What follows belongs to an exercise in optimizing a design on an open flow for a short achievable clock period and few clock cycles; a production flow would make more cautious choices. Only simulation tests tie the RTL to the original design; equivalence was not proved.

==> branch tundra: inputs <==
// perm_shuffle
module perm_shuffle (
    input  wire        clk,
    input  wire        rst,        
    input  wire        start,      
    input  wire [7:0]  size,       
    input  wire [47:0] seed,       
    input  wire [6:0]  rd_idx,
    output wire        busy,
    output wire        done,
    output wire        err,
    output wire [6:0]  rd_data
);
make LEC_CHECK=0 ABC_CLOCK_PERIOD_IN_PS=4000 CAP_MARGIN=20 CELL_PAD_IN_SITES_DETAIL_PLACEMENT=1 CELL_PAD_IN_SITES_GLOBAL_PLACEMENT=2 CORE_MARGIN=2 CORE_UTILIZATION=30 PLACE_DENSITY=0.45 SETUP_SLACK_MARGIN=5 SLEW_MARGIN=20 finish   # period 12.5 ns
run.sh (not shown) runs the stock make flow with config.mk's settings and CLKGATE_MAP_FILE= SYNTH_SCRIPT=/design/flow/synth_recipe.tcl, a recipe that flattens the netlist after the stock synthesis.
==> inputs of branch violet, as changes to branch tundra <==
--- a/flow/design.v
+++ b/flow/design.v
@@ -11,14 +11,16 @@
     output wire [6:0]  rd_data
 );
     localparam [47:0] LCG_MUL = 48'h0005DEECE66D;
     reg         busy_r, done_r, err_r;
     reg [7:0]   size_r;
     reg [4:0]   lastc;      
     reg [895:0] pm;         
+    reg [895:0] pr;         
+    reg         w_fin;      
     wire        accept = !busy_r && start;
     wire        legal  = (size <= 8'd128) && (size != 8'd0);
     reg         gvalid;
     reg [4:0]   gc;
     reg [1:0]   gsl;        
     reg [47:0]  B;
     wire        flush;
@@ -1235,27 +1237,30 @@
             endcase
             if (w_act[0] && w_j0 == x) begin w_we[x] = 1'b1; w_wd[7*x +: 7] = {w_c, 2'd0}; end
             if (w_act[1] && w_j1 == x) begin w_we[x] = 1'b1; w_wd[7*x +: 7] = {w_c, 2'd1}; end
             if (w_act[2] && w_j2 == x) begin w_we[x] = 1'b1; w_wd[7*x +: 7] = {w_c, 2'd2}; end
             if (w_act[3] && w_j3 == x) begin w_we[x] = 1'b1; w_wd[7*x +: 7] = {w_c, 2'd3}; end
         end
     end
-    always @(posedge clk)
+    always @(posedge clk) begin
         for (x = 0; x < 128; x = x + 1)
             if (w_we[x]) pm[7*x +: 7] <= w_wd[7*x +: 7];
+        pr <= pm;
+    end
     always @(posedge clk) begin
         if (rst) begin
             busy_r <= 1'b0;
             done_r <= 1'b0;
             err_r  <= 1'b0;
             gvalid <= 1'b0;
             hvalid <= 1'b0;
             mvalid <= 1'b0;
             w_act  <= 0;
             w_last <= 1'b0;
+            w_fin  <= 1'b0;
         end else begin
             done_r <= accept && !legal;
             if (accept) begin
                 err_r  <= size > 8'd128;
                 busy_r <= legal;
                 gvalid <= legal && (size > 8'd4);
                 gc     <= 1;
@@ -1269,22 +1274,23 @@
                 gc     <= gc + 1'b1;
                 if (gc == lastc) gvalid <= 1'b0;
             end
             hvalid <= (accept && legal) || (gvalid && !flush);
             mvalid <= hvalid && !flush;
             w_act  <= m_act;
             w_last <= m_last;
-            if (w_last) begin
+            w_fin  <= w_last;
+            if (w_fin) begin
                 busy_r <= 1'b0;
                 done_r <= 1'b1;
             end
         end
         if (accept && legal) begin
             size_r <= size;
             lastc  <= (size - 8'd1) >> 2;
         end
     end
     assign busy    = busy_r;
     assign done    = done_r;
     assign err     = err_r;
-    assign rd_data = pm[7*rd_idx +: 7];
+    assign rd_data = pr[7*rd_idx +: 7];
 endmodule
==> qor summary <==
	branch tundra	branch violet
Number of rows created at floorplan	360	371
Hold slack	0.3100 ns	0.3265 ns
Non-clock buffering overhead	3.716%	3.535%
Top fanout value on the critical path	10	7
Die Footprint	969600 um^2	1029000 um^2
Worst Hold End	mz	mB[21]
End of the worst register-to-register path	B[21]	mt2_9[0]
Fraction of layout cells with a size suffix above 1	13.02%	13.47%
Run status	timing/DRC/antenna clean	timing/DRC/antenna clean
Post-synthesis cell area	288500 um^2	306300 um^2
Headroom to the max-slew limit	6.768%	10.04%
Routed met1 length	802200 um	843500 um
Post-placement cell count	42470	44110
Inverters, non-clock	4971	4928
Post-Layout Inst Area	321600 um^2	344400 um^2
Number of tap cells added at floorplan	12850	13610
Clk latency of the worst-skew pair	1.11 ns	1.19 ns
Testbench counts of branch tundra, summed over its fixed seeds: cycles 8,251.
Testbench counts of branch violet, summed over its fixed seeds: cycles 8,347.

==> what the ideal ports hide <==
No port has a modelled driver above. Below, the same layouts with a new extraction and two added sets of constraints.
Step 1 (the two cells are an assumption about what drives the block):
set clk [get_ports {clk}]
set_driving_cell -lib_cell sky130_fd_sc_hd__clkbuf_16 $clk
set_driving_cell -lib_cell sky130_fd_sc_hd__buf_2 [delete_from_list [all_inputs] $clk]
Step 2 times the ports against the registers' clock, not the clock port: input delays grow and output delays shrink by t, the midpoint of the rising clock arrivals with the driver on.
a / b / c = ideal / step 1 / step 2; a / b = the first two.
run	shift t [ns]	setup slack, ns	worst hold slack (ns)	worst setup path after step 2	latest minus earliest clock arrival (ns)
branch tundra	1.217	4.500 / 4.098 / 3.738	0.310 / 0.310 / 0.310	input to register	0.172 / 0.172
branch violet	1.276	4.528 / 4.182 / 3.759	0.326 / 0.326 / 0.326	input to register	0.157 / 0.157
After both steps setup and hold are still met in every run listed. The setup slack of branch violet, which loses most, moves by -0.346 ns with the drivers and by -0.769 ns with both steps.
